What follows belongs to an exercise in optimizing a design on an open flow for small area, a short achievable clock period and few clock cycles; a production flow would make more cautious choices.
The RTL was checked by simulation tests, not by an equivalence proof against the original design.

// gf_ref_alu
module gf_ref_alu (
    input  wire        clk,
    input  wire        rst,
    input  wire        cmd_valid,
    output wire        cmd_ready,
    input  wire [7:0]  cmd_op,
    input  wire [1:0]  cmd_ksel,
    input  wire [31:0] cmd_poly,
    input  wire [63:0] cmd_a,
    input  wire [63:0] cmd_b,
    output wire        rsp_valid,
    input  wire        rsp_ready,
    output wire [3:0]  rsp_cc,
    output wire [63:0] rsp_result
);
    localparam D = 8;             
    localparam CW = 3;            
    localparam S_IDLE = 3'd0, S_RDY = 3'd1, S_MUL = 3'd2, S_INV = 3'd3,
               S_FA = 3'd4, S_FC = 3'd5, S_PSCAN = 3'd6;
    localparam M_B  = 3'd0,       
               M_R  = 3'd1,       
               M_A  = 3'd2,       
               M_SQ = 3'd3,       
               M_MA = 3'd4;       
    reg [2:0]  state;
    reg        eflg;              
    reg        eill;              
    reg        z0;                
    reg        fz;                
    reg  [4:0] efl;               
    reg        resp;              
    reg        o32, o16, o8, o4;  
    reg        rdy;               
    reg [2:0]  op;                
    reg        k4, k8, k16, k32;  
    reg [63:0] B;
  ...
Size: about 240 I/O pins, about 34000 sq um of cells after synthesis.
make LEC_CHECK=0 CAP_MARGIN=20 CORE_MARGIN=2 CORE_UTILIZATION=45 PLACE_DENSITY=0.6 SETUP_SLACK_MARGIN=4 SLEW_MARGIN=20 finish   # period 8.0 ns
run.sh (not shown) runs the stock make flow with config.mk's settings and CLKGATE_MAP_FILE= SYNTH_SCRIPT=/design/flow/synth_recipe.tcl, a recipe that flattens the netlist after the stock synthesis.
The first run completed with no timing, DRC or antenna violations.
Testbench counts at the start, summed over its fixed seeds: cycles 44,464.
Next try:
--- a/flow/design.v
+++ b/flow/design.v
@@ -130,24 +130,23 @@
     reg [2:0]  state;
     reg        eflg;              
     reg        eill;              
     reg        z0;                
     reg        fz;                
     reg  [4:0] efl;               
     reg        resp;              
     reg        o32, o16, o8, o4;  
     reg        rdy;               
     reg [2:0]  op;                
     reg        k4, k8, k16, k32;  
-    reg [63:0] B;
-    reg [63:32] A;               
+    reg [63:0] A, B;
     reg [31:0] R, X;
     reg        ux, zx, gx;        
     reg [D-1:0] DG;
     reg [D-1:1] MT;
     reg [CW-1:0] cnt;             
     reg [1:0]  dt;                
     reg [2:0]  mode;
     reg        red;
     reg [2:0]  cc;
     reg [5:0]  ecnt;
     reg        pbit;
@@ -268,31 +267,29 @@
     function [D-1:0] dsel_r;
         input [63:0] s;
         input [CW-1:0] c;
         begin
             dsel_r = s[c*D +: D];
         end
     endfunction
     wire [63:0] mul_rn;
     gf_serial_mul #(.D(D)) u_mul (
         .red(red), .poly(P), .mt(MT), .r({A[63:32], R}), .x(X), .dg(DG), .rn(mul_rn)
     );
-    wire [31:0] a_in = ({32{k4}}  & {cmd_a[3:0], 28'd0}) | ({32{k8}}  & {cmd_a[7:0], 24'd0}) |
-                       ({32{k16}} & {cmd_a[15:0], 16'd0}) | ({32{k32}} & cmd_a[31:0]);
     reg [D-1:0] dg_next;
     always @(*) begin
         case (mode)
             M_B:     dg_next = dsel_l(B[31:0], k4, dt + 1'b1);
-            M_R:     dg_next = dsel_r(cmd_a, cnt - 1'b1);
+            M_R:     dg_next = dsel_r(A, cnt - 1'b1);
             M_SQ:    dg_next = dsel_l(X, k4, dt + 1'b1);
-            default: dg_next = dsel_l(a_in, k4, dt + 1'b1);
+            default: dg_next = dsel_l(A[31:0], k4, dt + 1'b1);
         endcase
     end
     wire [D-1:0] rn_top = dsel_l(mul_rn[31:0], k4, 2'd0);
     wire        e_fin = fz;
     wire        e_finn, e_top, e_sw;
     wire [4:0]  e_fln;
     wire [32:0] e_un, e_zn;
     wire [5:0]  e_du;
     gf_inv_euclid u_inv (
         .u(U), .v(V), .zn(Zn), .gn(Gn), .du(du), .dv(dv),
         .fin(e_fin), .finn(e_finn), .fl(efl), .fln(e_fln), .top(e_top), .sw(e_sw), .un(e_un), .znn(e_zn), .dun(e_du)
@@ -356,23 +353,24 @@
             state    <= S_RDY;
           end else begin
             case (state)
                 S_IDLE: begin
                     if (cmd_valid && (!resp || rsp_ready)) begin
                         op    <= c_op;
                         k4    <= c_k4;
                         k8    <= c_k8;
                         k16   <= c_k16;
                         k32   <= c_k32;
                         MT    <= d_mt;
-                        A[63:32] <= c_euc ? c_al_p : c_pow ? c_b_hi : cmd_a[63:32];
+                        A     <= {c_euc ? c_al_p : c_pow ? c_b_hi : cmd_a[63:32],
+                                  c_ala ? c_al_a : cmd_a[31:0]};
                         B     <= {c_al_p, c_inv ? c_al_a : c_alb ? c_al_b : (cmd_b[31:0] & c_b_lm)};
                         cc    <= 3'd0;
                         R     <= 32'd0;
                         eill  <= c_ill;
                         o32   <= ~((c_op == 3'd1) | (c_op == 3'd3) | (c_op == 3'd5) | (c_op == 3'd6)) | c_k32;
                         o16   <= ((c_op == 3'd1) | (c_op == 3'd3) | (c_op == 3'd5) | (c_op == 3'd6)) & c_k16;
                         o8    <= ((c_op == 3'd1) | (c_op == 3'd3) | (c_op == 3'd5) | (c_op == 3'd6)) & c_k8;
                         o4    <= ((c_op == 3'd1) | (c_op == 3'd3) | (c_op == 3'd5) | (c_op == 3'd6)) & c_k4;
                         z0    <= c_z0;
                         fz    <= 1'b0;
                         efl   <= 5'b01111;
@@ -436,23 +434,23 @@
                                 end else begin
                                     rdy   <= 1'b1;
                                     state <= S_RDY;
                                 end
                             end
                             default: begin
                                 X   <= mul_rn[31:0];
                                 cnt <= nde;
                                 dt  <= 2'd0;
                                 if (mode == M_SQ && pbit) begin
                                     R    <= 32'd0;
-                                    DG   <= dsel_l(a_in, k4, 2'd0);
+                                    DG   <= dsel_l(A[31:0], k4, 2'd0);
                                     mode <= M_MA;
                                     rdy  <= (nde == {CW{1'b0}}) && (ecnt == 6'd0);
                                 end else if (ecnt == 6'd0) begin
                                     A[63:32] <= 32'd0;
                                     if (rdy) begin
                                         rdy   <= 1'b0;
                                         resp  <= 1'b1;
                                         state <= S_IDLE;
                                     end else begin
                                         rdy   <= 1'b1;
                                         state <= S_RDY;
@@ -480,23 +478,23 @@
                 S_INV: begin
                     if (e_fin) begin
                         A[63:32] <= 32'd0;
                         if (!e_top) begin
                             cc    <= z0 ? 3'd0 : 3'd7;
                             R     <= 32'd0;
                             rdy   <= 1'b1;
                             state <= S_RDY;
                         end else if (op[0]) begin              
                             X     <= R;
                             R     <= 32'd0;
-                            DG    <= dsel_l(a_in, k4, 2'd0);
+                            DG    <= dsel_l(A[31:0], k4, 2'd0);
                             dt    <= 2'd0;
                             cnt   <= nde;
                             rdy   <= (nde == {CW{1'b0}});
                             mode  <= M_A;
                             red   <= 1'b1;
                             state <= S_MUL;
                         end else begin
                             rdy   <= 1'b1;
                             state <= S_RDY;
                         end
                     end else begin
@@ -545,23 +543,23 @@
                         A[63:32] <= 32'd0;
                         rdy      <= 1'b1;
                         state    <= S_RDY;
                     end else if (x_top) begin
                         if (ecnt == 6'd0) begin
                             R        <= X;
                             A[63:32] <= 32'd0;
                             rdy      <= 1'b1;
                             state    <= S_RDY;
                         end else begin
                             R        <= 32'd0;
-                            DG       <= dsel_l(a_in, k4, 2'd0);
+                            DG       <= dsel_l(A[31:0], k4, 2'd0);
                             dt       <= 2'd0;
                             cnt      <= nde;
                             mode     <= M_SQ;
                             red      <= 1'b1;
                             pbit     <= x_next;
                             A[63:32] <= Ah << 2;
                             ecnt     <= ecnt - 1'b1;
                             rdy      <= (nde == {CW{1'b0}}) && (ecnt == 6'd1) && !x_next;
                             state    <= S_MUL;
                         end
                     end else begin
Sequential cell count grows by 32. Clock skew grows by 0.012 ns. Die area grows slightly. Routed wire length grows slightly. Cell count grows slightly. Design area grows by a few percent. Global-route usage shrinks by 0.14 points.
Testbench counts after the change, summed over its fixed seeds: cycles 44,464.

==> port drivers added, routing unchanged <==
In the flow no input, the clock included, has a driving cell. The finished layouts below were timed again as built, in two steps.
Step 1: set_driving_cell puts a clkbuf_16 on clk and a buf_2 on each other input, an assumption about the parent block.
Step 2 moves the port delays by t, midway between the first and last clock arrival at a register: inputs arrive t later, outputs are due t later. That takes back most of the time a late clock gives input paths.
Three values: ideal ports, drivers, drivers and shift; two values: the first two.
run	t, ns	slack for setup (ns)	hold WS [ns]	worst slew at a driven data input, ns	cell pins on the clock port's net
the first run	0.680	3.932 / 3.970 / 3.290	0.591 / 0.591 / 0.591	0.06	1
the second run	0.647	3.884 / 3.908 / 3.286	0.555 / 0.555 / 0.555	0.06	1
After both steps every run listed still meets setup and hold. For the first run, which loses most, drivers alone change the setup slack by +0.038 ns; drivers and shift together by -0.642 ns.
